Context: an optimization exercise on an open-source flow, tuned for a short achievable clock period and few clock cycles. The choices shown serve that exercise and are no tape-out recipe.
RTL that was checked went through simulation tests only; none was proved equivalent to the original.
The RTL of runs 2 to 8 was laid out without a check of its function.
No activity file was given, so power comes from the tool's default toggle rates.

===== design/flow/run.sh =====
#!/bin/bash
# synth_recipe.tcl (not shown) runs the flow's synth.tcl, then flattens the netlist and writes it again
# the make line also repeats each setting of config.mk as NAME=value (left out here)
make -C /OpenROAD-flow-scripts/flow DESIGN_CONFIG=/design/flow/config.mk WORK_HOME=/design/flow/orfs CLKGATE_MAP_FILE= SYNTH_SCRIPT=/design/flow/synth_recipe.tcl finish

===== design/flow/config.mk =====
export PLATFORM = sky130hd
export DESIGN_NAME = csc16
export DESIGN_NICKNAME = csc16
export VERILOG_FILES = /design/flow/design.v
export SDC_FILE = /design/flow/constraint.sdc
export NUM_CORES = 4
export LEC_CHECK = 0
export ABC_CLOCK_PERIOD_IN_PS = 1500
export CAP_MARGIN = 20
export CORE_MARGIN = 2
export CORE_UTILIZATION = 40
export SETUP_SLACK_MARGIN = 3.0
export SLEW_MARGIN = 20
export TNS_END_PERCENT = 100

===== design/flow/constraint.sdc =====
create_clock -name core_clock -period 4.0 [get_ports {clk}]
set_input_delay 0.8000 -clock core_clock [delete_from_list [all_inputs] [get_ports {clk}]]
set_output_delay 0.8000 -clock core_clock [all_outputs]
set_load 0.01 [all_outputs]

===== design/flow/design.v =====
module csc16 (
    input  wire        clk,
    input  wire        rst,
    input  wire        cmd_valid,
    output wire        cmd_ready,
    input  wire [39:0] cmd_word,
    output wire        rsp_valid,
    output wire [2:0]  rsp_status,
    output wire [31:0] rsp_res,
    output reg         str_valid,
    output reg  [7:0]  str_data,
    output wire        tx_valid,
    output wire [7:0]  tx_data,
    input  wire        tx_ok,
    input  wire        tx_fail,
    output wire        rx_req,
    input  wire        rx_valid,
    input  wire [7:0]  rx_data,
    input  wire        rx_timeout,
    input  wire        rx_err
);
    localparam [2:0] ST_OK       = 3'd0;
    localparam [2:0] ST_SHORT    = 3'd1;
    localparam [2:0] ST_MISMATCH = 3'd2;
    localparam [2:0] ST_TRANSP   = 3'd3;
    localparam [2:0] ST_ILLEGAL  = 3'd4;
    function [15:0] crc_step;
        input [15:0] s;
        input [7:0]  b;
        integer i;
        reg [15:0] t;
        begin
            t = s ^ {b, 8'h00};
            for (i = 0; i < 8; i = i + 1)
                if (t[15]) t = (t << 1) ^ 16'h1021;
                else       t = t << 1;
            crc_step = t;
        end
    endfunction
    reg [15:0] crc;
    reg        ir;       
    reg        rr;       
    reg        txm;      
    reg        rxm;      
    reg        last;     
    reg        tl;       
    reg        dl;       
    reg        feed;     
    reg        decm;     
    reg        strm;     
    reg        ckm;      
    reg        s8;       
    reg        s16;      
    reg        hm;       
    reg        clrp;     
    reg        updp;     
    reg [2:0]  st;
    reg [31:0] R;        
    reg [31:0] sh;       
    reg [5:0]  cnt;      
    wire tdone = tl & tx_ok;
    wire ddone = dl & rx_valid;
    assign rsp_valid  = rr | tdone | ddone;
    assign cmd_ready  = ir | tdone | ddone;
    assign rsp_status = st;
    assign rsp_res    = {R[31:8] | {24{s8 & rx_data[7]}}, rxm ? rx_data : R[7:0]};
    assign tx_valid   = txm;
    assign rx_req     = rxm;
    assign tx_data    = sh[31:24];
    wire       take  = cmd_valid & cmd_ready;
    wire [7:0] op    = cmd_word[39:32];
    wire [31:0] imm  = cmd_word[31:0];
    wire [15:0] crc_a  = crc_step(crc, 8'h00);
    wire [15:0] crc_rx = crc_a ^ crc_step(16'h0000, rx_data);
    wire [15:0] crc_tx = crc_a ^ crc_step(16'h0000, sh[31:24]);
    wire        fd_rx  = rxm & feed & rx_valid;
    wire        fd_tx  = (txm & feed & tx_ok) | updp;
    wire [15:0] crc_nx = clrp ? 16'h0000 : fd_rx ? crc_rx : fd_tx ? crc_tx : crc;
    always @(posedge clk) begin
        if (rst)
            crc <= 16'h0000;
        else
            crc <= crc_nx;
    end
    always @(posedge clk) begin
        str_valid <= 1'b0;
        str_data  <= rx_data;
        rr   <= 1'b0;
        clrp <= 1'b0;
        updp <= 1'b0;
        if (rst) begin
            ir  <= 1'b1;
            txm <= 1'b0;
            rxm <= 1'b0;
            tl  <= 1'b0;
            dl  <= 1'b0;
            s8  <= 1'b0;
        end else begin
            if (txm) begin
                if (tx_fail) begin
                    txm <= 1'b0;
                    tl  <= 1'b0;
                    ir  <= 1'b1;
                    rr  <= 1'b1;
                    st  <= ST_TRANSP;
                    R   <= 32'd0;
                end else if (tx_ok) begin
                    sh   <= {sh[23:0], 8'd0};
                    cnt  <= cnt - 6'd1;
                    last <= (cnt == 6'd2);
                    tl   <= (cnt == 6'd2);
                    if (last) begin
                        txm <= 1'b0;
                        ir  <= 1'b1;
                    end
                end
            end
            if (rxm) begin
                if (rx_timeout | rx_err) begin
                    rxm <= 1'b0;
                    dl  <= 1'b0;
                    s8  <= 1'b0;
                    ir  <= 1'b1;
                    rr  <= 1'b1;
                    st  <= rx_timeout ? ST_SHORT : ST_TRANSP;
                    R   <= 32'd0;
                end else if (rx_valid) begin
                    if (strm) begin
                        cnt <= cnt + 6'd1;
                        if (rx_data == 8'h00) begin
                            rxm <= 1'b0;
                            ir  <= 1'b1;
                            rr  <= 1'b1;
                            R   <= {26'd0, cnt};
                        end else begin
                            str_valid <= 1'b1;
                            if (cnt == 6'd47) begin
                                rxm <= 1'b0;
                                ir  <= 1'b1;
                                rr  <= 1'b1;
                                R   <= {26'd0, cnt + 6'd1};
                            end
                        end
                    end else if (ckm) begin
                        last <= 1'b1;
                        if (!last) begin
                            hm       <= (rx_data == crc[15:8]);
                            R[15:8]  <= rx_data;
                        end else begin
                            rxm <= 1'b0;
                            ir  <= 1'b1;
                            rr  <= 1'b1;
                            if (hm && rx_data == crc[7:0]) begin
                                R <= {16'd0, R[15:8], rx_data};
                            end else begin
                                R  <= 32'd0;
                                st <= ST_MISMATCH;
                            end
                        end
                    end else begin
                        cnt  <= cnt - 6'd1;
                        last <= (cnt == 6'd2);
                        dl   <= (cnt == 6'd2);
                        R    <= {s16 ? {16{rx_data[7]}} : R[23:8], rx_data, 8'd0};
                        if (last) begin
                            rxm <= 1'b0;
                            dl  <= 1'b0;
                            s8  <= 1'b0;
                            ir  <= 1'b1;
                        end
                    end
                end
            end
            if (take) begin
                st   <= ST_OK;
                R    <= 32'd0;
                txm  <= 1'b0;
                rxm  <= 1'b0;
                tl   <= 1'b0;
                dl   <= 1'b0;
                s8   <= 1'b0;
                s16  <= 1'b0;
                decm <= 1'b0;
                strm <= 1'b0;
                ckm  <= 1'b0;
                feed <= 1'b0;
                last <= 1'b0;
                ir   <= 1'b1;
                cnt  <= 6'd0;
                sh   <= {imm[7:0], 24'd0};
                case (op)
                    8'h00: begin
                        clrp <= 1'b1;
                        rr   <= 1'b1;
                    end
                    8'h01: begin
                        updp <= 1'b1;
                        rr   <= 1'b1;
                    end
                    8'h02: begin
                        R    <= {16'd0, crc_nx};
                        rr   <= 1'b1;
                    end
                    8'h10, 8'h11, 8'h12, 8'h14, 8'h15, 8'h16: begin
                        txm  <= 1'b1;
                        ir   <= 1'b0;
                        feed <= 1'b1;
                        case (op[1:0])
                            2'd0: begin
                                sh   <= {imm[7:0], 24'd0};
                                cnt  <= 6'd1;
                                last <= 1'b1;
                                tl   <= 1'b1;
                            end
                            2'd1: begin
                                sh  <= {imm[15:0], 16'd0};
                                cnt <= 6'd2;
                            end
                            default: begin
                                sh  <= imm;
                                cnt <= 6'd4;
                            end
                        endcase
                    end
                    8'h30: begin
                        txm <= 1'b1;
                        ir  <= 1'b0;
                        sh  <= {crc_nx, 16'd0};
                        cnt <= 6'd2;
                    end
                    8'h20, 8'h21, 8'h22, 8'h24, 8'h25, 8'h26: begin
                        rxm  <= 1'b1;
                        ir   <= 1'b0;
                        feed <= 1'b1;
                        decm <= 1'b1;
                        case (op[1:0])
                            2'd0: begin
                                cnt  <= 6'd1;
                                last <= 1'b1;
                                dl   <= 1'b1;
                                s8   <= op[2];
                            end
                            2'd1: begin
                                cnt <= 6'd2;
                                s16 <= op[2];
                            end
                            default: cnt <= 6'd4;
                        endcase
                    end
                    8'h28: begin
                        rxm  <= 1'b1;
                        ir   <= 1'b0;
                        feed <= 1'b1;
                        strm <= 1'b1;
                    end
                    8'h31: begin
                        rxm <= 1'b1;
                        ir  <= 1'b0;
                        ckm <= 1'b1;
                        cnt <= 6'd2;
                    end
                    default: begin
                        st <= ST_ILLEGAL;
                        rr <= 1'b1;
                    end
                endcase
            end
        end
    end
endmodule

==> impl_metrics.ini, run 1 <==
[timing]
worst_slack_ns = 1.64
tns_ns = 0
worst-slew-pin-transition_ns = 0.702
fin_crit_sh_pct = 59.1
maxSlewHeadroom_pct = 53.2
setup_viol = 0
drv_slew = 0
clock.fmax_mhz = 423
rsz0062_at_grt = yes
finalClockSkew_ns = 0.0110
finalHoldViolCount = 0
timing.final.crit_period_ns = 2.36

[status]
outcome = finished clean

[power]
finalPower_mw = 4.09
power.density_nw_per_um2 = 304
leakage_nw = 5.17
ir_drop_uv = 284

[worst_setup_path]
cp.required_ns = 4.18
crit_fanout = 8
critPathCaptureType = flip-flop
critPathKind = in2reg
worstSetupStartpointType = input port
cp.arrival_ns = 2.55

[grt]
grt_start_max_net_pins = 18
grt_pass1_wl_um = 44900
grt-ovfl-total = 0
grt.met3_usage_pct = 5.85
met2_usage_pct = 55.0
gr-usage-all-layers_pct = 32.4
grt_pass1_vias = 7809
grt-busiest-layer = met2
grt_antenna_before_repair = 0
grtUsageMet1_pct = 39.5

[routing]
num_vias = 7998
wl_um = 32200
ant_nets = 0
avgRoutedWirePerCell_um = 25.0
drtIter0Drc = 924
dr.pass1.iters = 7
drc = 0
viasPerCell = 6.20

[synthesis]
ys_warn_count = 1
synth-xor-area-share_pct = 7.73
synthTopCellsByCount = 83 x nor2_1, 79 x edfxtp_1, 61 x nand2_1, 43 x xnor2_1, 39 x clkbuf_1
synth_seq_cells = 113
yosysUniqueCellTypes = 82
yosysTopAreaCell = edfxtp_1
synth_compound_area_share_pct = 22.0
yosys.area_share.simple_pct = 19.6
ys_seq_area_share_pct = 43.5
synthFlopType = edfxtp_1
synth-edff-count = 79
syn_inst = 755
syn_area_um2 = 7010
synthAdderAreaFrac_pct = 0.535
yosys-top-cells-area = edfxtp_1 34%, dfxtp_1 9.7%, xnor2_1 5.4%
synthArstFlopShare_pct = 0
synth_top_family_by_area = compound AO/OA/AOI/OAI gates
syn_nets = 814
synth_most_common_cell = nor2_1
syn_area_per_cell_um2 = 9.29
muxShareOfSynthArea_pct = 1.57
synth.top_cell.area_share_pct = 33.8

[layout]
fin_util_pct = 78.0
drive_above_1_share_pct = 59.5
fin_nets = 1111
instances_no_fill = 1290
num_antenna_cells = 0
area_growth_pct = 91.6

[floorplan]
die_height_um = 136
die_area_um2 = 18600
coreArea_um2 = 17200
die_width_um = 136
start_util_pct = 40.7
rows = 48
ios = 112

[placement]
gp_congestion = 0.955
post-dp-hpwl_um = 17200
port-buffer-count = 111
dp.cells = 1045
pre_cts_ws_ns = 0.623

[min_path]
min_path_type = reg2reg

[job]
cap_violations = 0

[clock_network]
cts_hold_buf = 0
htreeDepth = 4
clk_path_buf_depth = 2
root_buffer = clkbuf_16
clkLatencyLatePin_ns = 0.43
cts.sinks = 113
cts_tree = done
clk_pin_slew_ns = 0.06
cts_buffers = 17
final cells by class:
cell class	count	area, um^2
multi-input combinational	570	5560
tap	225	282
timing repair buffer	338	3860
clock buffer	20	437
inverter	12	51.3
clock inverter	12	166
sequential	113	3090
fill	963	3800
critical path, cell delays in order:
cell	delay (ns)
buf_8	0.09
or4b_4	0.56
inv_4	0.08
o311ai_4	0.18
a222oi_1	0.51
o211ai_1	0.18
o21a_1	0.13
stage by stage:
step / instance area [um^2] / hold WS, ns
finish: 13400 / 0.519
global route: 13400 / 0.529
CTS: 12200 / 0.512
detailed placement: 8810 / 0.511
global placement: 8810 / 0.508
floorplan: 8010 / 0.491
power breakdown:
| group | total [mW] | internal, mW | switching [mW] |
|---|---|---|---|
| clock network | 1.60 | 1.03 | 0.568 |
| logic | 1.08 | 0.578 | 0.507 |
| registers | 1.40 | 1.33 | 0.0689 |
routing by layer:
metal,part of all wire (%),routed length (um),up-vias
met5,0,0,-
li1,-,-,3424
met2,49,15900,523
met4,5.2,1680,0
met1,36,11700,3911
met3,9.2,2950,140
path summary, 6_finish.rpt:
kind	startpoint	to	slack (ns)	cells after the start
max	cmd_word[39]	sh[26]$_DFFE_PP_	1.64	7
min	dl$_SDFFE_PP0P_	dl$_SDFFE_PP0P_	0.52	2
min reg2reg	dl$_SDFFE_PP0P_	dl$_SDFFE_PP0P_	0.52	2
max reg2reg	rxm$_SDFF_PP0_	last$_DFFE_PN_	1.85	11
flip-flops by register name (all words and copies together) (netlist names):
register   count
R             32
sh            32
crc           16
str_data       8
cnt            6
st             3
ckm            1
clrp           1
dl             1
feed           1
hm             1
ir             1
last           1
rr             1
rxm            1
s16            1
s8             1
str_valid      1
strm           1
tl             1
txm            1
updp           1
placed cells by master (no fill, tap or decap), types with 21 or more instances in the layout:
cell and count:
buf_12 26, buf_4 98, buf_6 136, clkdlybuf4s50_1 32
edfxtp_1 79, nand2_1 24, nand2_2 25, nand2b_4 25
nor2_1 49, o21ai_1 31, o21ai_2 21, xnor2_1 27
timing repair:
action,4_1_cts,5_1_grt
pin swaps,78,101
cloned,19,3
resized for setup,672,184
setup buffers,143,48
endpoints found under the setup margin,248,241
kinds of logic after synthesis:
| logic type | after synthesis |
|---|---|
| compound gates | 226 |
| xor+xnor | 56 |
| fa+ha+maj | 3 |
| buf+inv | 76 |
| flops | 113 |
| mux | 10 |
| simple gates | 271 |
Testbench counts, summed over its fixed seeds: cycles 19,303.
==> inputs of run 2 (changes only) <==
--- a/design/flow/design.v
+++ b/design/flow/design.v
@@ -65,3 +65,3 @@
     assign rsp_status = st;
-    assign rsp_res    = {R[31:8] | {24{s8 & rx_data[7]}}, rxm ? rx_data : R[7:0]};
+    assign rsp_res    = {R[31:8], rxm ? rx_data : R[7:0]};
     assign tx_valid   = txm;
@@ -159,2 +159,8 @@
                         end
+                    end else if (s8) begin
+                        rxm <= 1'b0;
+                        s8  <= 1'b0;
+                        ir  <= 1'b1;
+                        rr  <= 1'b1;
+                        R   <= {{24{rx_data[7]}}, rx_data};
                     end else begin
@@ -239,3 +245,3 @@
                                 last <= 1'b1;
-                                dl   <= 1'b1;
+                                dl   <= !op[2];
                                 s8   <= op[2];
==> impl_metrics.ini, run 2 <==
[status]
outcome = finished clean

[routing]
viasPerCell = 6.26
num_vias = 9378
ant_nets = 0
drc = 0
wl_um = 37600
avgRoutedWirePerCell_um = 25.1
drtIter0Drc = 1240
dr.pass1.iters = 8

[synthesis]
synth_most_common_cell = edfxtp_1
ys_warn_count = 1
yosys-top-cells-area = edfxtp_1 29%, dfxtp_1 8.4%, xnor2_1 4.8%
syn_inst = 907
syn_area_um2 = 8090
synthFlopType = edfxtp_1
syn_area_per_cell_um2 = 8.92
yosysTopAreaCell = edfxtp_1
ys_seq_area_share_pct = 37.7
synth.top_cell.area_share_pct = 29.3
synth-edff-count = 79
synthArstFlopShare_pct = 0
syn_nets = 966
synth_seq_cells = 113
synthTopCellsByCount = 79 x edfxtp_1, 77 x nand2_1, 75 x nor2_1, 57 x clkbuf_1, 51 x a21oi_1
yosysUniqueCellTypes = 78

[layout]
final_cell_area_um2 = 14500
drive_above_1_share_pct = 53.1
num_antenna_cells = 0
layout_common_cells = 162 x buf_4, 107 x buf_6, 79 x edfxtp_1
fin_nets = 1275
largestRegisters = R (32), sh (32), crc (16)
area_growth_pct = 79.1
num-fill-cells = 1357
final_common_cell = buf_4

[min_path]
min_path_type = reg2reg
hold_depth = 2

[power]
finalPower_mw = 4.01
power.density_nw_per_um2 = 276
ir_drop_uv = 259
leakage_nw = 5.68

[worst_setup_path]
r2r_end = R[29]$_SDFFCE_PP0N_
worstSetupStartpoint = rx_data[5]
critPathKind = in2reg
worstSetupStartpointType = input port
crit_fanout = 6
r2r_cells = 6
rrSetupSlack_ns = 1.63
critPathCapture = R[1]$_DFFE_PN_
critPathCaptureType = flip-flop
cp.required_ns = 4.24
cp.arrival_ns = 2.77
reg2reg_from = cnt[0]$_DFFE_PN_

[grt]
grt_pass1_wl_um = 52400
gr-usage-all-layers_pct = 31.7
grt-ovfl-total = 0
grt_start_max_net_pins = 25
grt_pass1_vias = 8776
grt_antenna_before_repair = 0

[timing]
timing.hold.ws_ns = 0.519
drv_slew = 0
finalHoldViolCount = 0
timing.final.crit_period_ns = 2.53
fin_crit_sh_pct = 63.3
worst-slew-pin-transition_ns = 0.714
rsz0062_at_grt = yes
worst_slack_ns = 1.47
setup_viol = 0
tns_ns = 0
clock.fmax_mhz = 395
finalClockSkew_ns = 0.0136
maxSlewHeadroom_pct = 52.4

[clock_network]
cts_buffers = 17
cts_hold_buf = 0
htreeDepth = 4
root_buffer = clkbuf_16
cts.sinks = 113
cts_tree = done
clk_path_buf_depth = 2
clk_pin_slew_ns = 0.06
clkLatencyLatePin_ns = 0.43

[placement]
gp_congestion = 0.954
dpl_cell_area_um2 = 9810
post-dp-hpwl_um = 19500
pre_cts_ws_ns = 0.441
port-buffer-count = 111

[floorplan]
die_height_um = 146
ios = 112
die_width_um = 146
rows = 52
die_area_um2 = 21400
start_util_pct = 40.4
coreArea_um2 = 20000

[job]
cap_violations = 0
## run 2: cell families (layout without fill, tap and decap cells)
group | after synthesis | in the layout | share of synthesized area [%]
simple gates | 288 | 290 | 17.4
flops | 113 | 113 | 37.7
compound gates | 291 | 292 | 25.6
fa+ha+maj | 3 | 3 | 0.464
xor+xnor | 60 | 60 | 7.56
mux | 24 | 24 | 3.18
buf+inv | 128 | 447 | 8.02
## run 2: worst max-delay path, stage by stage
cell      delay [ns]
buf_8           0.10
buf_8           0.11
buf_12          0.14
xnor2_2         0.17
nand4_1         0.34
o311ai_4        0.48
buf_6           0.19
o211ai_1        0.16
o221ai_1        0.26
## run 2: area by class of cell
| type | instances | area [um^2] | share of cell area (%) |
|---|---|---|---|
| Timing Repair Buffer | 401 | 4200 | 29.0 |
| Tap cell | 270 | 338 | 2.33 |
| Inverter | 14 | 58.8 | 0.406 |
| Sequential cell | 113 | 3080 | 21.2 |
| Clock buffer | 17 | 425 | 2.93 |
| Clock inverter | 15 | 159 | 1.10 |
| Multi-Input combinational cell | 669 | 6230 | 43.0 |
## run 2: where the power goes
group | leakage (nW) | switching, mW | total (mW) | internal, mW
clock | 0.280 | 0.668 | 1.55 | 0.884
combinational | 4.35 | 0.536 | 1.08 | 0.541
sequential | 1.04 | 0.0501 | 1.38 | 1.33
## run 2: worst min path at each step
stage,slack [ns],from,end
2_1_floorplan,0.49,sh[2]$_SDFFCE_PN0P_,sh[10]$_DFFE_PP_
3_5_place_dp,0.50,sh[4]$_SDFFCE_PN0P_,sh[12]$_DFFE_PP_
4_1_cts,0.52,sh[7]$_SDFFCE_PN0P_,sh[15]$_DFFE_PP_
3_3_place_gp,0.50,sh[3]$_SDFFCE_PN0P_,sh[11]$_DFFE_PP_
6_report,0.52,sh[7]$_SDFFCE_PN0P_,sh[15]$_DFFE_PP_
5_1_grt,0.54,sh[7]$_SDFFCE_PN0P_,sh[15]$_DFFE_PP_
## run 2: through the flow
step           cells  utilization [%]
6_report        1499             72.3
5_1_grt         1499             72.3
4_1_cts         1432             66.8
3_5_place_dp    1210             49.0
3_3_place_gp    1210             49.0
2_1_floorplan    907                -
## run 2: metal layers
| layer | vias up | track usage (%) | wire length, um |
|---|---|---|---|
| met5 | - | 0 | 0 |
| met3 | 172 | 7.00 | 3680 |
| met2 | 632 | 51.7 | 17900 |
| met1 | 4532 | 41.0 | 14000 |
| li1 | 4042 | - | - |
| met4 | 0 | 13.2 | 2010 |
## run 2: repair_timing
action	in CTS	in global routing
buffers inserted	177	64
setup endpoints to repair	248	240
pin swaps	125	87
cloned	13	3
gates resized for setup	658	120
==> inputs of run 3 (changes only) <==
--- a/design/flow/design.v
+++ b/design/flow/design.v
@@ -65,3 +65,3 @@
     assign rsp_status = st;
-    assign rsp_res    = {R[31:8], rxm ? rx_data : R[7:0]};
+    assign rsp_res    = R | (dl ? {{24{s8 & rx_data[7]}}, rx_data} : 32'd0);
     assign tx_valid   = txm;
@@ -72,8 +72,5 @@
     wire [31:0] imm  = cmd_word[31:0];
-    wire [15:0] crc_a  = crc_step(crc, 8'h00);
-    wire [15:0] crc_rx = crc_a ^ crc_step(16'h0000, rx_data);
-    wire [15:0] crc_tx = crc_a ^ crc_step(16'h0000, sh[31:24]);
-    wire        fd_rx  = rxm & feed & rx_valid;
-    wire        fd_tx  = (txm & feed & tx_ok) | updp;
-    wire [15:0] crc_nx = clrp ? 16'h0000 : fd_rx ? crc_rx : fd_tx ? crc_tx : crc;
+    wire [7:0] fbyte   = rxm ? rx_data : sh[31:24];
+    wire       feed_en = (txm & feed & tx_ok) | (rxm & feed & rx_valid) | updp;
+    wire [15:0] crc_nx = clrp ? 16'h0000 : feed_en ? crc_step(crc, fbyte) : crc;
     always @(posedge clk) begin
@@ -159,8 +156,2 @@
                         end
-                    end else if (s8) begin
-                        rxm <= 1'b0;
-                        s8  <= 1'b0;
-                        ir  <= 1'b1;
-                        rr  <= 1'b1;
-                        R   <= {{24{rx_data[7]}}, rx_data};
                     end else begin
@@ -245,3 +236,3 @@
                                 last <= 1'b1;
-                                dl   <= !op[2];
+                                dl   <= 1'b1;
                                 s8   <= op[2];
==> impl_metrics.ini, run 3 <==
[timing]
timing.hold.ws_ns = 0.516
worst-slew-pin-transition_ns = 0.689
drv_slew = 0
worst_slack_ns = 1.60
rsz0062_at_grt = yes
maxSlewHeadroom_pct = 54.0
clock.fmax_mhz = 416
fin_crit_sh_pct = 60.1
tns_ns = 0
setup_viol = 0
finalHoldViolCount = 0
finalClockSkew_ns = 0.0150
timing.final.crit_period_ns = 2.40

[floorplan]
start_util_pct = 40.5
rows = 47
die_width_um = 133
die_height_um = 133
ios = 112
die_area_um2 = 17700
coreArea_um2 = 16500

[layout]
final_common_cell = buf_6
drive_above_1_share_pct = 58.7
largestRegisters = R (32), sh (32), crc (16)
fin_nets = 1090
num_antenna_cells = 0
layout_common_cells = 116 x buf_6, 103 x buf_4, 79 x edfxtp_1
area_growth_pct = 97.2

[clock_network]
htreeDepth = 4
cts.sinks = 113
cts_tree = done
clkLatencyLatePin_ns = 0.43
cts_buffers = 17
clk_path_buf_depth = 2
clk_pin_slew_ns = 0.06
cts_hold_buf = 0
root_buffer = clkbuf_16

[synthesis]
syn_area_per_cell_um2 = 9.26
synthTopCellsByCount = 85 x nand2_1, 79 x edfxtp_1, 75 x nor2_1, 41 x o21ai_0
synth-edff-count = 79
yosysUniqueCellTypes = 69
yosys-top-cells-area = edfxtp_1 36%, dfxtp_1 10%, nand2_1 4.8%
synth.top_cell.area_share_pct = 35.5
yosysTopAreaCell = edfxtp_1
ys_warn_count = 1
syn_area_um2 = 6670
synth_seq_cells = 113
synthArstFlopShare_pct = 0
synthFlopType = edfxtp_1
syn_nets = 780
synth_most_common_cell = nand2_1
ys_seq_area_share_pct = 45.7
syn_inst = 721

[power]
ir_drop_uv = 328
leakage_nw = 5.25
power.density_nw_per_um2 = 299

[routing]
drtIter0Drc = 1119
wl_um = 32600
num_vias = 7853
dr.pass1.iters = 6
avgRoutedWirePerCell_um = 25.8
ant_nets = 0
viasPerCell = 6.21
drc = 0

[worst_setup_path]
critPathKind = reg2out
crit_fanout = 4
r2r_cells = 10
rrSetupSlack_ns = 1.69
critPathCaptureType = primary output
cp.arrival_ns = 1.60
worstSetupStartpointType = flip-flop
cp.required_ns = 3.20

[grt]
grt-ovfl-total = 0
grt_start_max_net_pins = 23
grt_pass1_wl_um = 42400
grt_pass1_vias = 7399
gr-usage-all-layers_pct = 31.1
grt_antenna_before_repair = 0

[placement]
post-dp-hpwl_um = 15600
pre_cts_ws_ns = 0.410
gp_congestion = 0.917
port-buffer-count = 111

[min_path]
hold_depth = 2
min_path_type = reg2reg

[job]
cap_violations = 0

[status]
outcome = finished clean
run 3: metrics by stage:
| step | util, % | std cells | instance area (um^2) | power [mW] |
|---|---|---|---|---|
| 2_1_floorplan | - | 721 | 7600 | 1.77 |
| 3_3_place_gp | 51.1 | 1007 | 8420 | 1.97 |
| 3_5_place_dp | 51.1 | 1007 | 8420 | 1.98 |
| 4_1_cts | 70.9 | 1203 | 11700 | 3.66 |
| 5_1_grt | 79.9 | 1264 | 13200 | 4.02 |
| 6_report | 79.9 | 1264 | 13200 | 3.93 |
run 3: logic make-up (layout without fill, tap and decap cells):
family	count (synthesis)	count (layout)	synth area share [%]
AOI/OAI and AO/OA	180	182	18.5
xor gates and xnor gates	46	46	6.15
adders and majority gates	3	3	0.562
buffers and inverters	72	391	5.62
DFF	113	113	45.7
muxes	15	15	2.25
and+or+nand+nor	292	294	21.2
run 3: power breakdown:
group / switching [mW] / internal (mW)
registers: 0.0674 / 1.33
clock network: 0.594 / 0.845
logic: 0.516 / 0.573
total: 1.18 / 2.75
run 3: worst paths after layout:
check / from / to
worst max-delay path: dl$_SDFFE_PP0P_ / rsp_res[2]
worst min-delay path: sh[0]$_SDFFCE_PP0P_ / sh[8]$_DFFE_PP_
worst max register to register: rxm$_SDFF_PP0_ / R[13]$_DFFE_PP_
worst min register to register: sh[0]$_SDFFCE_PP0P_ / sh[8]$_DFFE_PP_
run 3: timing repair:
| action | in CTS | in global routing |
|---|---|---|
| gates resized for setup | 637 | 188 |
| pin swaps | 94 | 99 |
| cloned | 17 | 8 |
| buffers inserted | 147 | 53 |
| setup endpoints to repair | 248 | 240 |
run 3: worst max-delay path, stage by stage, from the launching register on:
cell and delay (ns):
dfxtp_2 0.33, buf_6 0.14, buf_4 0.14, buf_6 0.11, buf_4 0.13, a21o_1 0.18
buf_2 0.15
run 3: layout make-up:
class | instances | area [um^2]
Clock inverter | 12 | 82.6
Clock buffer | 20 | 468
Tap cell | 220 | 275
Inverter | 12 | 51.3
Fill cell | 858 | 3310
Timing Repair Buffer | 347 | 4030
Sequential cell | 113 | 3080
Multi-Input combinational cell | 540 | 5170
run 3: routing by layer:
metal | share of wire, % | wire [um] | track usage (%) | vias to the layer above
met5 | 0 | 0 | 0 | -
met4 | 6.0 | 1940 | 13.1 | 0
met3 | 10 | 3330 | 7.19 | 169
met2 | 48 | 15500 | 51.5 | 631
met1 | 36 | 11800 | 39.4 | 3778
li1 | - | - | - | 3275
==> inputs of run 4 (changes only) <==
--- a/design/flow/config.mk
+++ b/design/flow/config.mk
@@ -7,6 +7,7 @@
 export LEC_CHECK = 0
-export ABC_CLOCK_PERIOD_IN_PS = 1500
+export ABC_CLOCK_PERIOD_IN_PS = 1000
 export CAP_MARGIN = 20
 export CORE_MARGIN = 2
-export CORE_UTILIZATION = 40
+export CORE_UTILIZATION = 50
+export GPL_TIMING_DRIVEN = 1
 export SETUP_SLACK_MARGIN = 3.0
==> impl_metrics.ini, run 4 <==
[grt]
grt_start_max_net_pins = 19
grt_antenna_before_repair = 1
grt_pass1_wl_um = 45500
grt_pass1_vias = 7737
gr-usage-all-layers_pct = 42.6
grt-ovfl-total = 0

[worst_setup_path]
cp_cell_sequence = buf_8 -> xnor2_2 -> nand4_1 -> or4_4 -> nor2_2 -> a21oi_1 -> o31ai_1
cp.arrival_ns = 2.69
crit_fanout = 6
worstSetupStartpointType = input port
critPathKind = in2reg
critPathMaxStageDelay_ns = 0.64
cp.required_ns = 4.22
critPathCaptureType = flip-flop
worst_path_max_delay_cell = or4_4

[layout]
layout_common_cells = 105 x buf_6, 93 x buf_4, 79 x edfxtp_1
drive_above_1_share_pct = 57.2
num_antenna_cells = 0
final_common_cell = buf_6
area_growth_pct = 87.2
final_cell_area_um2 = 12500
fin_nets = 1055
largestRegisters = R (32), sh (32), crc (16)

[placement]
dpl_cell_area_um2 = 8360
pre_cts_ws_ns = 0.509
port-buffer-count = 111
post-dp-hpwl_um = 15100
gp_congestion = 0.951

[timing]
clock.fmax_mhz = 405
timing.final.crit_period_ns = 2.47
worst_slack_ns = 1.53
finalClockSkew_ns = 0.0193
setup_viol = 0
rsz0062_at_grt = yes
maxSlewHeadroom_pct = 46.8
finalHoldViolCount = 0
fin_crit_sh_pct = 61.7
tns_ns = 0
worst-slew-pin-transition_ns = 0.799
drv_slew = 0

[synthesis]
synth-edff-count = 79
ys_warn_count = 1
synthTopCellsByCount = 85 x nand2_1, 79 x edfxtp_1, 75 x nor2_1, 41 x o21ai_0
yosysUniqueCellTypes = 69
yosys-top-cells-area = edfxtp_1 36%, dfxtp_1 10%, nand2_1 4.8%
ys_seq_area_share_pct = 45.7
syn_nets = 780
synth_seq_cells = 113
synth.top_cell.area_share_pct = 35.5
synthFlopType = edfxtp_1
synth_most_common_cell = nand2_1
syn_area_um2 = 6670
syn_area_per_cell_um2 = 9.26
synthArstFlopShare_pct = 0
yosysTopAreaCell = edfxtp_1
syn_inst = 721

[clock_network]
clk_path_buf_depth = 2
htreeDepth = 4
clkLatencyLatePin_ns = 0.45
cts_tree = done
root_buffer = clkbuf_16
cts_buffers = 17
cts.sinks = 113
clk_pin_slew_ns = 0.06

[routing]
avgRoutedWirePerCell_um = 33.0
drc = 0
drtIter0Drc = 1445
ant_nets = 0
viasPerCell = 7.42
wl_um = 39100
num_vias = 8798
dr.pass1.iters = 9

[min_path]
min_path_type = in2reg

[floorplan]
die_height_um = 120
start_util_pct = 50.8
coreArea_um2 = 13100
die_area_um2 = 14300
rows = 42
ios = 112
die_width_um = 120

[status]
outcome = finished clean

[power]
ir_drop_uv = 328
power.density_nw_per_um2 = 333
leakage_nw = 4.96

[job]
cap_violations = 0
[run 4: cell type report]
class | instances | area (um^2)
fillers | 293 | 647
repair buffers | 310 | 3490
well taps | 176 | 220
clock buffers | 25 | 551
clock inverters | 7 | 65.1
inverters | 12 | 48.8
multi-input cells | 541 | 5030
flip-flops and latches | 113 | 3080
repair inverters | 1 | 7.51
[run 4: worst max-delay path, delay by kind of cell]
kind            cells  cell delay, ns
xor+xnor            1            0.13
buf+inv             1            0.11
compound gates      2            0.51
simple gates        3            1.14
[run 4: per-stage QoR]
step	hold slack [ns]	instances	power, mW	utilization (%)
finish	0.481	1185	4.16	95.1
global route	0.473	1185	4.20	95.1
CTS	0.485	1139	3.83	87.4
detailed placement	0.495	963	1.98	63.6
global placement	0.488	963	1.97	63.6
floorplan	0.484	721	1.77	-
[run 4: path summary, 6_finish.rpt]
check / start / to / slack (ns) / cells past startpoint
min reg2reg: sh[1]$_SDFFCE_PP0P_ / sh[9]$_DFFE_PP_ / 0.53 / 2
min: rx_data[0] / str_data[0]$_DFF_P_ / 0.48 / 1
max: rx_data[1] / R[2]$_DFFE_PN_ / 1.53 / 7
max reg2reg: crc[1]$_SDFF_PP0_ / R[2]$_DFFE_PN_ / 1.56 / 6
[run 4: cells by family (layout without fill, tap and decap cells)]
logic type / Yosys count / after routing / share of synthesized area (%)
adders and majority gates: 3 / 3 / 0.562
AOI/OAI and AO/OA: 180 / 182 / 18.5
muxes: 15 / 15 / 2.25
and+or+nand+nor: 292 / 295 / 21.2
buffers and inverters: 72 / 355 / 5.62
DFF: 113 / 113 / 45.7
xor gates and xnor gates: 46 / 46 / 6.15
[run 4: power by group]
group	internal, mW	switching [mW]	leakage, nW
registers	1.33	0.0751	1.05
clock network	1.02	0.612	0.308
logic	0.555	0.571	3.61
total	2.90	1.26	4.96
[run 4: routing by layer]
metal  part of all wire [%]  track usage, %  vias up  wire length [um]
met5                  0.028               0        -                11
met3                     15            11.9      413              5780
met1                     32            49.9     4039             12400
li1                       -               -     3226                 -
met2                     43            68.8     1118             16900
met4                     10            27.1        2              4050
[run 4: what timing repair did]
action | in CTS | in global routing
hold buffers | 0 | 0
cloned | 23 | 1
setup buffers | 121 | 45
pin swaps | 93 | 92
setup endpoints to repair | 248 | 240
resized for setup | 627 | 153
hold endpoints to repair | 0 | 0
==> inputs of run 5 (changes only) <==
--- a/design/flow/design.v
+++ b/design/flow/design.v
@@ -48,2 +48,3 @@
     reg        feed;     
+    reg        tck;      
     reg        decm;     
@@ -56,2 +57,3 @@
     reg        updp;     
+    reg        valm;     
     reg [2:0]  st;
@@ -65,6 +67,7 @@
     assign rsp_status = st;
-    assign rsp_res    = R | (dl ? {{24{s8 & rx_data[7]}}, rx_data} : 32'd0);
+    assign rsp_res    = R | {16'd0, valm ? crc : 16'd0}
+                          | (dl ? {{24{s8 & rx_data[7]}}, rx_data} : 32'd0);
     assign tx_valid   = txm;
     assign rx_req     = rxm;
-    assign tx_data    = sh[31:24];
+    assign tx_data    = tck ? (last ? crc[7:0] : crc[15:8]) : sh[31:24];
     wire       take  = cmd_valid & cmd_ready;
@@ -74,3 +77,2 @@
     wire       feed_en = (txm & feed & tx_ok) | (rxm & feed & rx_valid) | updp;
-    wire [15:0] crc_nx = clrp ? 16'h0000 : feed_en ? crc_step(crc, fbyte) : crc;
     always @(posedge clk) begin
@@ -78,4 +80,6 @@
             crc <= 16'h0000;
-        else
-            crc <= crc_nx;
+        else if (clrp)
+            crc <= 16'h0000;
+        else if (feed_en)
+            crc <= crc_step(crc, fbyte);
     end
@@ -87,2 +91,3 @@
         updp <= 1'b0;
+        valm <= 1'b0;
         if (rst) begin
@@ -179,2 +184,3 @@
                 s16  <= 1'b0;
+                tck  <= 1'b0;
                 decm <= 1'b0;
@@ -197,3 +203,3 @@
                     8'h02: begin
-                        R    <= {16'd0, crc_nx};
+                        valm <= 1'b1;
                         rr   <= 1'b1;
@@ -224,3 +230,4 @@
                         ir  <= 1'b0;
-                        sh  <= {crc_nx, 16'd0};
+                        tck <= 1'b1;
+                        sh  <= 32'd0;
                         cnt <= 6'd2;
==> design/flow/config.mk (replaced) <==
export PLATFORM = sky130hd
export DESIGN_NAME = csc16
export DESIGN_NICKNAME = csc16
export VERILOG_FILES = /design/flow/design.v
export SDC_FILE = /design/flow/constraint.sdc
export NUM_CORES = 4
export LEC_CHECK = 0
export CAP_MARGIN = 20
export CORE_MARGIN = 2
export CORE_UTILIZATION = 40
export SLEW_MARGIN = 20
==> impl_metrics.ini, run 5 <==
[timing]
setup_viol = 0
finalClockSkew_ns = 0.00701
worst-slew-pin-transition_ns = 0.998
finalHoldViolCount = 0
maxSlewHeadroom_pct = 33.1
timing.hold.ws_ns = 0.521
fin_crit_sh_pct = 83.4
drv_slew = 0
clock.fmax_mhz = 300
tns_ns = 0
timing.final.crit_period_ns = 3.34
rsz0062_at_grt = no

[worst_setup_path]
critPathKind = in2out
crit_fanout = 24
critPathMaxStageDelay_ns = 0.73
cpMostUsedCell = clkdlybuf4s50_1
worstSetupStartpoint = rx_data[7]
cp_cell_sequence = clkdlybuf4s50_1 -> nand3_1 -> buf_4 -> nand2_1 -> clkdlybuf4s50_1
worstSetupStartpointType = input port
cp.arrival_ns = 2.54
worst_path_max_delay_cell = clkdlybuf4s50_1
cp.required_ns = 3.20
reg2reg_from = strm$_DFFE_PP_
worst-path-buf-inv = 3
crit_family = buffers and inverters
critPathCaptureType = primary output

[synthesis]
syn_area_um2 = 6600
ys_seq_area_share_pct = 47.0
yosys-top-cells-area = edfxtp_1 36%, dfxtp_1 11%, a21oi_1 4.3%
syn_inst = 684
synthFlopType = edfxtp_1
syn_area_per_cell_um2 = 9.65
synth_most_common_cell = edfxtp_1
syn_nets = 743
synthArstFlopShare_pct = 0
synthTopCellsByCount = 80 x edfxtp_1, 57 x a21oi_1, 57 x nand2_1, 48 x nor2_1, 41 x clkbuf_1
yosysTopAreaCell = edfxtp_1
ys_warn_count = 1
yosysUniqueCellTypes = 63
synth.top_cell.area_share_pct = 36.4
synth-edff-count = 80
synth_seq_cells = 115

[power]
ir_drop_uv = 303
clkPwrFrac_pct = 44.0
p_sw_share_pct = 25.3
leakage_nw = 3.03
switchingPower_mw = 0.879
power.density_nw_per_um2 = 408
p_int_mw = 2.59
p_seq_share_pct = 40.8
comb_power_share_pct = 15.2

[clock_network]
clk_path_buf_depth = 2
cts.sinks = 115
clkLatencyLatePin_ns = 0.42
cts_tree = done
cts_setup_buffers = 0
cts_resized = 0
clk_pin_slew_ns = 0.06
cts_hold_buf = 0
cts_buffers = 17
htreeDepth = 4
root_buffer = clkbuf_16

[routing]
viasPerCell = 5.85
avgRoutedWirePerCell_um = 19.7
num_vias = 5914
dr.pass1.iters = 5
drc = 0
wl_um = 19900
drtIter0Drc = 810
ant_nets = 0

[floorplan]
coreArea_um2 = 16000
die_height_um = 132
die_area_um2 = 17600
ios = 112
start_util_pct = 41.3
rows = 46
die_width_um = 132

[grt]
grt_pass1_vias = 5571
gr-usage-all-layers_pct = 22.8
grt_antenna_before_repair = 0
grt-ovfl-total = 0
grt_pass1_wl_um = 31500
grt_start_max_net_pins = 41

[layout]
layout_common_cells = 111 x clkdlybuf4s50_1, 80 x edfxtp_1, 56 x nand2_1, 56 x a21oi_1, 48 x nor2_1
fin_util_pct = 53.2
area_growth_pct = 29.0
num-fill-cells = 1476
drive_above_1_share_pct = 7.92
largestRegisters = R (32), sh (32), crc (16)
final_common_cell = clkdlybuf4s50_1
num_antenna_cells = 0
fin_nets = 841

[min_path]
worstHoldStart = sh[10]$_DFFE_PP_
min_path_type = reg2reg

[status]
outcome = finished clean

[placement]
post-dp-hpwl_um = 14100
port-buffer-count = 111
gp_congestion = 0.909

[job]
cap_violations = 0
## run 5: cell types whose count changed after synthesis, sizes merged, moves of 9 or more
cell,before,now
a21oi,24,57
nand2,85,57
nor2,75,50
o21ai,41,19
a22o,3,20
nor3,15,32
a221o,2,18
o2bb2ai,2,16
a21o,13,2
buf,24,13
a221oi,16,7
nand2b,27,18
## run 5: metal layers
metal / wire (um) / up-vias / track usage (%) / part of all wire, %
li1: - / 2788 / - / -
met1: 9100 / 2821 / 32.4 / 46
met2: 8990 / 275 / 34.1 / 45
met3: 1450 / 30 / 5.59 / 7.3
met4: 343 / 0 / 7.65 / 1.7
met5: 0 / - / 0 / 0
## run 5: area by class of cell
class / count / area [um^2] / area share [%]
clock buffers: 21 / 450 / 5.29
clock inverters: 11 / 136 / 1.60
inverters: 15 / 56.3 / 0.661
multi-input cells: 500 / 3230 / 37.9
flip-flops and latches: 115 / 3100 / 36.4
well taps: 216 / 270 / 3.17
repair buffers: 133 / 1270 / 15.0
## run 5: logic make-up (layout without fill, tap and decap cells)
family / after synthesis / after routing / synth area share [%]
flip-flops: 115 / 115 / 47.0
AND/OR/NAND/NOR: 238 / 238 / 18.3
buffers and inverters: 69 / 180 / 4.26
multiplexers: 16 / 16 / 2.43
XOR/XNOR: 39 / 39 / 5.17
adder cells (fa/ha/maj): 3 / 3 / 0.568
AO/OA/AOI/OAI: 204 / 204 / 22.3
## run 5: power groups by stage
stage / Combinational (mW) / Clock (mW) / Sequential, mW
floorplan: 0.308 / 0 / 1.41
global placement: 0.514 / 0 / 1.44
detailed placement: 0.521 / 0 / 1.44
CTS: 0.524 / 1.54 / 1.42
global route: 0.573 / 1.61 / 1.43
finish: 0.527 / 1.53 / 1.42
## run 5: worst reg2reg max path, delay by kind of cell (launching register included)
family        cells  cell delay (ns)
buf+inv           1             0.27
simple gates      4             1.36
flops             1             0.73
## run 5: worst paths after layout
check | to | slack (ns) | depth (start not counted)
min reg2reg | sh[18]$_DFFE_PP_ | 0.52 | 2
max | rsp_res[10] | 0.66 | 5
min | sh[18]$_DFFE_PP_ | 0.52 | 2
max reg2reg | R[11]$_SDFFCE_PN0P_ | 1.27 | 5
## run 5: metrics by stage
| step | cells | area (um^2) | setup WS [ns] | power (mW) |
|---|---|---|---|---|
| after floorplan | 684 | 6600 | 0.0875 | 1.72 |
| after global placement | 978 | 7920 | 0.582 | 1.95 |
| after detailed placement | 978 | 7920 | 0.573 | 1.96 |
| after CTS | 1010 | 8510 | 0.648 | 3.48 |
| after global routing | 1011 | 8520 | 0.532 | 3.60 |
| final | 1011 | 8520 | 0.664 | 3.47 |
==> inputs of run 6 (changes only) <==
--- a/design/flow/config.mk
+++ b/design/flow/config.mk
@@ -7,2 +7,3 @@
 export LEC_CHECK = 0
+export ABC_CLOCK_PERIOD_IN_PS = 1500
 export CAP_MARGIN = 20
@@ -10,2 +11,4 @@
 export CORE_UTILIZATION = 40
+export SETUP_SLACK_MARGIN = 3.0
 export SLEW_MARGIN = 20
+export TNS_END_PERCENT = 100
==> impl_metrics.ini, run 6 <==
[routing]
ant_nets = 0
avgRoutedWirePerCell_um = 23.4
num_vias = 7278
drtIter0Drc = 774
viasPerCell = 6.17
dr.pass1.iters = 6
wl_um = 27600
drc = 0

[clock_network]
root_buffer = clkbuf_16
htreeDepth = 4
cts_buffers = 17
clk_path_buf_depth = 2
clkLatencyLatePin_ns = 0.42
cts.sinks = 115
cts_tree = done
clk_pin_slew_ns = 0.06
cts_hold_buf = 0

[timing]
tns_ns = 0
clock.fmax_mhz = 423
finalClockSkew_ns = 0.00843
fin_crit_sh_pct = 59.1
timing.final.crit_period_ns = 2.36
rsz0062_at_grt = yes
worst-slew-pin-transition_ns = 0.568
drv_slew = 0
maxSlewHeadroom_pct = 62.1
setup_viol = 0
finalHoldViolCount = 0

[synthesis]
synth_seq_cells = 115
syn_area_um2 = 6600
synth_most_common_cell = edfxtp_1
synth-edff-count = 80
yosysUniqueCellTypes = 63
synthArstFlopShare_pct = 0
ys_seq_area_share_pct = 47.0
yosysTopAreaCell = edfxtp_1
syn_nets = 743
ys_warn_count = 1
yosys-top-cells-area = edfxtp_1 36%, dfxtp_1 11%, a21oi_1 4.3%
syn_area_per_cell_um2 = 9.65
synthFlopType = edfxtp_1
synth.top_cell.area_share_pct = 36.4
syn_inst = 684
synthTopCellsByCount = 80 x edfxtp_1, 57 x a21oi_1, 57 x nand2_1, 48 x nor2_1, 41 x clkbuf_1

[placement]
post-dp-hpwl_um = 14600
gp_congestion = 0.863
dpl_cell_area_um2 = 8430
port-buffer-count = 111
dp.cells = 983

[floorplan]
rows = 46
die_height_um = 132
start_util_pct = 41.3
coreArea_um2 = 16000
die_area_um2 = 17600
die_width_um = 132
ios = 112

[status]
outcome = finished clean

[layout]
num-fill-cells = 1029
final_cell_area_um2 = 12000
area_growth_pct = 82.2
fin_nets = 1009
drive_above_1_share_pct = 53.7
final_common_cell = buf_6
layout_common_cells = 109 x buf_6, 80 x edfxtp_1, 78 x buf_4
num_antenna_cells = 0
largestRegisters = R (32), sh (32), crc (16)
instances_no_fill = 1179

[worst_setup_path]
cp_cell_sequence = buf_12 -> mux2i_2 -> a21oi_2 -> clkdlybuf4s15_2
reg2reg_from = dl$_SDFFE_PP0P_
critPathMaxStageDelay_ns = 0.41
worstSetupStartpointType = flip-flop
crit_family = buffers and inverters
worst-path-buf-inv = 2
worst_path_max_delay_cell = edfxtp_1
crit_fanout = 9
cp.arrival_ns = 1.56
cp.required_ns = 3.20
critPathCaptureType = primary output
worstSetupStartpoint = last$_DFFE_PN_
critPathKind = reg2out

[grt]
grt_pass1_wl_um = 39600
gr-usage-all-layers_pct = 29.1
grt_antenna_before_repair = 0
grt_start_max_net_pins = 19
grt-ovfl-total = 0
grt_pass1_vias = 6952

[min_path]
worstHoldStart = rx_data[0]
min_path_type = in2reg

[power]
p_seq_share_pct = 36.6
power.density_nw_per_um2 = 321
leakage_nw = 4.71
comb_power_share_pct = 24.7
p_sw_share_pct = 28.0
p_int_mw = 2.78
ir_drop_uv = 298
switchingPower_mw = 1.08
clkPwrFrac_pct = 38.7

[job]
cap_violations = 0
[run 6: cell counts after synthesis]
Identical to the previous run, type by type.
[run 6: worst paths after layout]
kind / end / slack (ns) / depth (start not counted)
setup / recovery: tx_data[6] / 1.64 / 4
hold / removal: str_data[0]$_DFF_P_ / 0.51 / 1
setup reg to reg: R[29]$_SDFFCE_PN0N_ / 1.90 / 9
hold reg to reg: sh[16]$_DFFE_PP_ / 0.52 / 2
[run 6: per-stage QoR]
step                      utilization (%)  total power, mW  setup WS (ns)  hold WS (ns)
after floorplan                         -             1.80           1.43         0.495
after global placement               52.7             2.02          0.689         0.501
after detailed placement             52.7             2.02          0.659         0.507
after CTS                            69.1             3.70           1.63         0.495
after global routing                 75.2             3.96           1.61         0.499
final                                75.2             3.86           1.64         0.511
[run 6: logic make-up after synthesis]
group                    Yosys count  synth area share [%]
flip-flops                       115                  47.0
buffers and inverters             69                  4.26
XOR/XNOR                          39                  5.17
multiplexers                      16                  2.43
AO/OA/AOI/OAI                    204                  22.3
adder cells (fa/ha/maj)            3                 0.568
AND/OR/NAND/NOR                  238                  18.3
[run 6: cell type report]
type | count | area, um^2 | area share, %
timing repair buffer | 298 | 3380 | 28.1
tap | 216 | 270 | 2.25
inverter | 15 | 60.1 | 0.499
sequential | 115 | 3130 | 26.0
clock buffer | 25 | 538 | 4.47
clock inverter | 7 | 41.3 | 0.343
multi-input combinational | 503 | 4610 | 38.3
[run 6: power groups by stage]
stage | registers, mW | clock network [mW] | logic (mW)
6_report | 1.41 | 1.49 | 0.955
5_1_grt | 1.42 | 1.55 | 0.998
4_1_cts | 1.41 | 1.48 | 0.813
3_5_place_dp | 1.45 | 0 | 0.574
3_3_place_gp | 1.45 | 0 | 0.569
2_1_floorplan | 1.41 | 0 | 0.382
[run 6: per-layer routing]
metal | vias up | share of wire (%) | global-route usage [%]
li1 | 3160 | - | -
met1 | 3572 | 40 | 37.7
met2 | 454 | 48 | 46.8
met3 | 92 | 8.3 | 6.40
met4 | 0 | 4.0 | 13.0
met5 | - | 0 | 0
[run 6: repair_timing]
item	4_1_cts	5_1_grt
buffers inserted	102	43
resized for setup	578	128
setup endpoints to repair	251	243
gates cloned	16	3
pin swaps	95	100
[run 6: worst register-to-register path: cells and delay by family (launching register included)]
kind            cells  cell delay [ns]
compound gates      2             0.47
buf+inv             4             0.54
simple gates        3             0.54
flops               1             0.38
==> inputs of run 7 (changes only) <==
--- a/design/flow/config.mk
+++ b/design/flow/config.mk
@@ -11,3 +11,3 @@
 export CORE_UTILIZATION = 40
-export SETUP_SLACK_MARGIN = 3.0
+export SETUP_SLACK_MARGIN = 2.0
 export SLEW_MARGIN = 20
==> impl_metrics.ini, run 7 <==
[synthesis]
synth_seq_cells = 115
synthTopCellsByCount = 80 x edfxtp_1, 57 x a21oi_1, 57 x nand2_1, 48 x nor2_1, 41 x clkbuf_1
yosys-top-cells-area = edfxtp_1 36%, dfxtp_1 11%, a21oi_1 4.3%
synthArstFlopShare_pct = 0
syn_area_um2 = 6600
syn_nets = 743
yosysUniqueCellTypes = 63
synth-edff-count = 80
ys_seq_area_share_pct = 47.0
ys_warn_count = 1
yosysTopAreaCell = edfxtp_1
synthFlopType = edfxtp_1
synth_most_common_cell = edfxtp_1
syn_area_per_cell_um2 = 9.65
syn_inst = 684
synth.top_cell.area_share_pct = 36.4

[layout]
area_growth_pct = 52.3
fin_util_pct = 62.9
final_common_cell = edfxtp_1
drive_above_1_share_pct = 34.5
largestRegisters = R (32), sh (32), crc (16)
num_antenna_cells = 0
final_cell_area_um2 = 10100
layout_common_cells = 80 x edfxtp_1, 59 x buf_6, 52 x a21oi_1
fin_nets = 913

[floorplan]
rows = 46
die_area_um2 = 17600
die_width_um = 132
die_height_um = 132
ios = 112
start_util_pct = 41.3
coreArea_um2 = 16000

[clock_network]
cts_buffers = 17
cts_hold_buf = 0
clk_pin_slew_ns = 0.06
clk_path_buf_depth = 2
root_buffer = clkbuf_16
cts_tree = done
htreeDepth = 4
clkLatencyLatePin_ns = 0.42
cts.sinks = 115

[routing]
avgRoutedWirePerCell_um = 21.3
wl_um = 23100
viasPerCell = 6.02
dr.pass1.iters = 6
drtIter0Drc = 761
num_vias = 6522
drc = 0
ant_nets = 0

[job]
cap_violations = 0

[power]
ir_drop_uv = 323
leakage_nw = 3.88
power.density_nw_per_um2 = 380

[worst_setup_path]
rrSetupSlack_ns = 1.78
cp_cell_sequence = buf_8 -> buf_6 -> buf_6 -> or4_4 -> nor2_1 -> a311o_1 -> o211ai_1 -> a221oi_1
r2r_cells = 6
worst_path_max_delay_cell = nor2_1
cp.arrival_ns = 2.63
critPathKind = in2reg
cpMostUsedCell = buf_6
critPathMaxStageDelay_ns = 0.48
worstSetupStartpointType = input port
critPathCaptureType = flip-flop
crit_fanout = 5
r2r_end = R[28]$_SDFFCE_PN0N_
cp.required_ns = 4.23
reg2reg_from = cnt[1]$_DFFE_PN_

[grt]
grt-ovfl-total = 0
grt_pass1_vias = 6085
grt.met3_usage_pct = 5.67
grt_start_max_net_pins = 35
grt_pass1_wl_um = 35000
grtUsageMet1_pct = 34.5
grt-busiest-layer = met2
met2_usage_pct = 40.7
gr-usage-all-layers_pct = 25.5
grt_antenna_before_repair = 0

[placement]
port-buffer-count = 111
pre_cts_ws_ns = 0.678
dpl_cell_area_um2 = 8220
gp_congestion = 0.877
post-dp-hpwl_um = 14500

[min_path]
hold_depth = 2
worstHoldStart = sh[8]$_DFFE_PP_
whs_endpoint = sh[16]$_DFFE_PP_
min_path_type = reg2reg

[timing]
setup_viol = 0
clock.fmax_mhz = 416
maxSlewHeadroom_pct = 52.6
rsz0062_at_grt = yes
worst_slack_ns = 1.59
timing.final.crit_period_ns = 2.41
drv_slew = 0
worst-slew-pin-transition_ns = 0.710
fin_crit_sh_pct = 60.1
finalHoldViolCount = 0
finalClockSkew_ns = 0.00813
tns_ns = 0

[status]
outcome = finished clean
## run 7: worst max path at each step
| stage | start | end | slack [ns] | cells after the start |
|---|---|---|---|---|
| 2_1_floorplan | rx_data[5] | R[17]$_SDFFCE_PN0N_ | 1.43 | 7 |
| 3_5_place_dp | rx_data[7] | R[27]$_SDFFCE_PN0N_ | 0.68 | 8 |
| 3_3_place_gp | rx_data[7] | R[31]$_SDFFCE_PN0N_ | 0.71 | 8 |
| 4_1_cts | rx_data[7] | R[28]$_SDFFCE_PN0N_ | 1.64 | 9 |
| 5_1_grt | rx_data[7] | R[0]$_SDFFCE_PN0N_ | 1.53 | 8 |
| 6_report | rx_data[7] | R[0]$_SDFFCE_PN0N_ | 1.59 | 8 |
## run 7: power breakdown
| group | switching (mW) | internal (mW) |
|---|---|---|
| logic | 0.351 | 0.342 |
| clock network | 0.550 | 1.17 |
| registers | 0.0619 | 1.35 |
## run 7: timing repair
action / in CTS / in global routing
cloned: 5 / 3
endpoints found under the setup margin: 203 / 130
gates resized for setup: 371 / 68
setup buffers: 47 / 13
pin swaps: 40 / 41
## run 7: area by class of cell
cell class	count	area, um^2
sequential	115	3120
inverter	15	60.1
fill	1334	5940
clock inverter	9	175
timing repair buffer	204	2020
multi-input combinational	501	3930
clock buffer	23	488
tap	216	270
## run 7: kinds of logic (layout without fill, tap and decap cells)
family,Yosys count,after routing,synth area share (%)
AND/OR/NAND/NOR,238,239,18.3
AO/OA/AOI/OAI,204,204,22.3
flip-flops,115,115,47.0
buffers and inverters,69,251,4.26
XOR/XNOR,39,39,5.17
multiplexers,16,16,2.43
adder cells (fa/ha/maj),3,3,0.568
## run 7: critical path: cells and delay by family
| family | cells | cell delay, ns |
|---|---|---|
| simple gates | 2 | 0.89 |
| buf+inv | 3 | 0.34 |
| compound gates | 3 | 0.61 |
## run 7: through the flow
stage	hold slack [ns]	total power [mW]	cells
CTS	0.533	3.76	1067
global route	0.555	3.93	1083
global placement	0.508	1.98	983
detailed placement	0.514	1.99	983
finish	0.531	3.82	1083
floorplan	0.493	1.76	684
## run 7: routing by layer
layer	vias up	share of wire, %	wire length [um]
met1	3136	42	9650
met3	54	7.9	1830
met5	-	0	0
met2	384	48	11000
met4	0	2.5	585
li1	2948	-	-
==> inputs of run 8 (changes only) <==
--- a/design/flow/design.v
+++ b/design/flow/design.v
@@ -48,3 +48,2 @@
     reg        feed;     
-    reg        tck;      
     reg        decm;     
@@ -57,3 +56,2 @@
     reg        updp;     
-    reg        valm;     
     reg [2:0]  st;
@@ -67,7 +65,6 @@
     assign rsp_status = st;
-    assign rsp_res    = R | {16'd0, valm ? crc : 16'd0}
-                          | (dl ? {{24{s8 & rx_data[7]}}, rx_data} : 32'd0);
+    assign rsp_res    = {R[31:8] | {24{s8 & rx_data[7]}}, rxm ? rx_data : R[7:0]};
     assign tx_valid   = txm;
     assign rx_req     = rxm;
-    assign tx_data    = tck ? (last ? crc[7:0] : crc[15:8]) : sh[31:24];
+    assign tx_data    = sh[31:24];
     wire       take  = cmd_valid & cmd_ready;
@@ -75,4 +72,12 @@
     wire [31:0] imm  = cmd_word[31:0];
-    wire [7:0] fbyte   = rxm ? rx_data : sh[31:24];
-    wire       feed_en = (txm & feed & tx_ok) | (rxm & feed & rx_valid) | updp;
+    wire [15:0] crc_a  = crc_step(crc, 8'h00);
+    wire [15:0] crc_rx = crc_a ^ crc_step(16'h0000, rx_data);
+    wire [15:0] crc_tx = crc_a ^ crc_step(16'h0000, sh[31:24]);
+    wire        fd_rx  = rxm & feed & rx_valid;
+    wire        fd_tx  = (txm & feed & tx_ok) | updp;
+    wire [15:0] crc_nx = clrp ? 16'h0000 : fd_rx ? crc_rx : fd_tx ? crc_tx : crc;
+    wire [31:0] sh_ld = op[5]           ? {crc_nx, 16'd0}    :
+                        (op[4] & op[1]) ? imm                :
+                        (op[4] & op[0]) ? {imm[15:0], 16'd0} :
+                                          {imm[7:0], 24'd0};
     always @(posedge clk) begin
@@ -80,6 +85,4 @@
             crc <= 16'h0000;
-        else if (clrp)
-            crc <= 16'h0000;
-        else if (feed_en)
-            crc <= crc_step(crc, fbyte);
+        else
+            crc <= crc_nx;
     end
@@ -91,3 +94,2 @@
         updp <= 1'b0;
-        valm <= 1'b0;
         if (rst) begin
@@ -184,3 +186,2 @@
                 s16  <= 1'b0;
-                tck  <= 1'b0;
                 decm <= 1'b0;
@@ -192,3 +193,3 @@
                 cnt  <= 6'd0;
-                sh   <= {imm[7:0], 24'd0};
+                sh   <= sh_ld;
                 case (op)
@@ -203,3 +204,3 @@
                     8'h02: begin
-                        valm <= 1'b1;
+                        R    <= {16'd0, crc_nx};
                         rr   <= 1'b1;
@@ -212,3 +213,2 @@
                             2'd0: begin
-                                sh   <= {imm[7:0], 24'd0};
                                 cnt  <= 6'd1;
@@ -218,3 +218,2 @@
                             2'd1: begin
-                                sh  <= {imm[15:0], 16'd0};
                                 cnt <= 6'd2;
@@ -222,3 +221,2 @@
                             default: begin
-                                sh  <= imm;
                                 cnt <= 6'd4;
@@ -230,4 +228,2 @@
                         ir  <= 1'b0;
-                        tck <= 1'b1;
-                        sh  <= 32'd0;
                         cnt <= 6'd2;
--- a/design/flow/config.mk
+++ b/design/flow/config.mk
@@ -11,3 +11,3 @@
 export CORE_UTILIZATION = 40
-export SETUP_SLACK_MARGIN = 2.0
+export SETUP_SLACK_MARGIN = 3.0
 export SLEW_MARGIN = 20
==> impl_metrics.ini, run 8 <==
[layout]
area_growth_pct = 91.0
drive_above_1_share_pct = 54.4
num_antenna_cells = 0
multi_input_comb_area_um2 = 5120
num-fill-cells = 1008
fin_nets = 1105
instances_no_fill = 1279
layout_common_cells = 151 x buf_6, 104 x buf_4, 79 x edfxtp_1
largestRegisters = R (32), sh (32), crc (16)
final_common_cell = buf_6
seq_area_um2 = 3080

[grt]
grt-ovfl-total = 0
grt_antenna_before_repair = 1
grt_pass1_vias = 7617
gr-usage-all-layers_pct = 32.5
grt_pass1_wl_um = 44600
grt_start_max_net_pins = 23

[power]
finalPower_mw = 3.86
power.density_nw_per_um2 = 298
ir_drop_uv = 322
leakage_nw = 5.03

[synthesis]
synthArstFlopShare_pct = 0
synthFlopType = edfxtp_1
synth.top_cell.area_share_pct = 34.9
yosysTopAreaCell = edfxtp_1
syn_nets = 788
ys_warn_count = 1
syn_area_um2 = 6790
muxShareOfSynthArea_pct = 1.33
yosys.area_share.simple_pct = 18.5
synth_compound_area_share_pct = 21.6
synthAdderAreaFrac_pct = 0.553
synth-xor-area-share_pct = 8.46
synth_top_family_by_area = compound AO/OA/AOI/OAI gates
ys_seq_area_share_pct = 45.0
synth-edff-count = 79
syn_area_per_cell_um2 = 9.31
synth_most_common_cell = nor2_1
synthTopCellsByCount = 86 x nor2_1, 79 x edfxtp_1, 60 x nand2_1, 56 x xnor2_1, 49 x o21ai_0
syn_inst = 729
yosysUniqueCellTypes = 68
yosys-top-cells-area = edfxtp_1 35%, dfxtp_1 10%, xnor2_1 7.2%
synth_seq_cells = 113

[floorplan]
rows = 47
die_width_um = 134
start_util_pct = 40.9
die_area_um2 = 18000
ios = 112
die_height_um = 134
coreArea_um2 = 16600

[timing]
rsz0062_at_grt = yes
tns_ns = 0
worst-slew-pin-transition_ns = 0.743
timing.hold.ws_ns = 0.545
setup_viol = 0
finalHoldViolCount = 0
clock.fmax_mhz = 418
drv_slew = 0
timing.final.crit_period_ns = 2.39
fin_crit_sh_pct = 59.7
maxSlewHeadroom_pct = 49.9
finalClockSkew_ns = 0.0102

[clock_network]
clk_pin_slew_ns = 0.06
cts_tree = done
root_buffer = clkbuf_16
htreeDepth = 4
clk_path_buf_depth = 2
cts.sinks = 113
cts_hold_buf = 0
cts_buffers = 17
clkLatencyLatePin_ns = 0.43

[routing]
num_vias = 7967
drc = 0
drtIter0Drc = 1028
avgRoutedWirePerCell_um = 25.2
viasPerCell = 6.23
ant_nets = 0
wl_um = 32200
dr.pass1.iters = 6

[worst_setup_path]
cp.arrival_ns = 2.53
cpMostUsedCell = buf_6
worstSetupStartpointType = input port
reg2reg_from = cnt[3]$_SDFFCE_PN0N_
crit_fanout = 5
critPathCaptureType = flip-flop
cp_cell_sequence = buf_8 -> a221o_2 -> buf_6 -> nand2_8 -> buf_8 -> nor4_4 -> buf_6 -> buf_6 -> a222oi_1 -> o21ai_1
critPathKind = in2reg
worstSetupStartpoint = tx_ok
worst_path_max_delay_cell = a221o_2
cp.required_ns = 4.14
critPathMaxStageDelay_ns = 0.40

[min_path]
worstHoldStart = dl$_SDFFE_PP0P_
min_path_type = reg2reg

[placement]
port-buffer-count = 111
post-dp-hpwl_um = 16900
gp_congestion = 0.927
dp.cells = 1019

[job]
cap_violations = 0

[status]
outcome = finished clean
run 8: cell types whose count changed after synthesis, moves of 16 or more:
cell and delta:
xnor2_1 +29, o21ai_0 +30, a21oi_1 -31, mux2i_1 -16, nor3_1 -18, o22ai_1 +23, a221o_1 -16, nor2_1 +38
run 8: final cells by class:
class | count | share of cell area (%)
multi-input combinational | 554 | 39.5
timing repair buffer | 349 | 29.5
sequential | 113 | 23.8
clock buffer | 18 | 3.31
tap | 220 | 2.12
clock inverter | 14 | 1.27
inverter | 11 | 0.473
run 8: metrics by stage:
stage / utilization (%) / worst slack (ns) / cell area (um^2)
2_1_floorplan: - / 1.35 / 8000
3_3_place_gp: 53.2 / 0.595 / 8820
3_5_place_dp: 53.2 / 0.542 / 8820
4_1_cts: 71.7 / 1.57 / 11900
5_1_grt: 78.2 / 1.58 / 13000
6_report: 78.2 / 1.61 / 13000
run 8: logic make-up (layout without fill, tap and decap cells):
| kind of cell | Yosys count | after routing |
|---|---|---|
| buf+inv | 71 | 392 |
| compound gates | 211 | 212 |
| mux | 8 | 8 |
| flops | 113 | 113 |
| simple gates | 259 | 267 |
| xor+xnor | 64 | 64 |
| fa+ha+maj | 3 | 3 |
run 8: final timing paths:
path	depth (start not counted)	slack (ns)	to
setup / recovery	10	1.61	sh[20]$_DFFE_PP_
hold / removal	2	0.54	dl$_SDFFE_PP0P_
setup reg to reg	6	1.69	R[0]$_DFFE_PN_
hold reg to reg	2	0.54	dl$_SDFFE_PP0P_
run 8: routing by layer:
layer	up-vias	track usage, %	part of all wire (%)	wire, um
met5	-	0	0.031	10
met4	2	12.1	4.1	1310
li1	3375	-	-	-
met1	3895	43.0	38	12200
met2	567	52.4	49	15700
met3	128	6.99	9.1	2940
run 8: timing repair:
action,4_1_cts,5_1_grt
gates cloned,18,1
pin swaps,65,52
buffers inserted,151,58
resized for setup,596,135
setup endpoints to repair,248,240
run 8: worst max-delay path: cells and delay by family:
kind                   cells  cell delay, ns
AOI/OAI and AO/OA          3            0.97
and+or+nand+nor            2            0.13
buffers and inverters      5            0.63
run 8: report_power, final:
| group | internal [mW] | switching, mW | leakage, nW |
|---|---|---|---|
| Combinational | 0.485 | 0.423 | 3.69 |
| Sequential | 1.32 | 0.0534 | 1.05 |
| Clock | 0.977 | 0.599 | 0.291 |
| Total | 2.78 | 1.08 | 5.03 |

## what the ideal ports hide
Ports are ideal in the flow. The routed layouts listed here were re-timed in OpenROAD. Step 1 sets driving cells, clkbuf_16 on the clock port and buf_2 on the other inputs (assumed; they add their load-dependent delay and slew). Step 2 times the ports against the registers' clock, not the clock port: input delays grow and output delays shrink by t, the midpoint of the rising clock arrivals with the driver on. a / b / c = ideal ports / drivers / drivers and shift; a / b = the first two.
run | t (ns) | setup slack, ns | clock arrival spread, ns
run 1 | 0.471 | 1.635 / 1.642 / 1.172 | 0.012 / 0.011
run 2 | 0.473 | 1.469 / 1.478 / 1.005 | 0.015 / 0.016
run 3 | 0.467 | 1.595 / 1.548 / 1.241 | 0.015 / 0.015
run 4 | 0.489 | 1.533 / 1.536 / 1.047 | 0.020 / 0.020
run 5 | 0.463 | 0.664 / 0.636 / 0.535 | 0.008 / 0.007
run 6 | 0.462 | 1.637 / 1.593 / 1.246 | 0.009 / 0.009
run 7 | 0.460 | 1.595 / 1.594 / 1.137 | 0.008 / 0.009
run 8 | 0.470 | 1.610 / 1.583 / 1.134 | 0.013 / 0.013
After both steps every run listed still meets setup and hold. For run 4, which loses most, drivers alone change the setup slack by +0.003 ns; drivers and shift together by -0.486 ns.
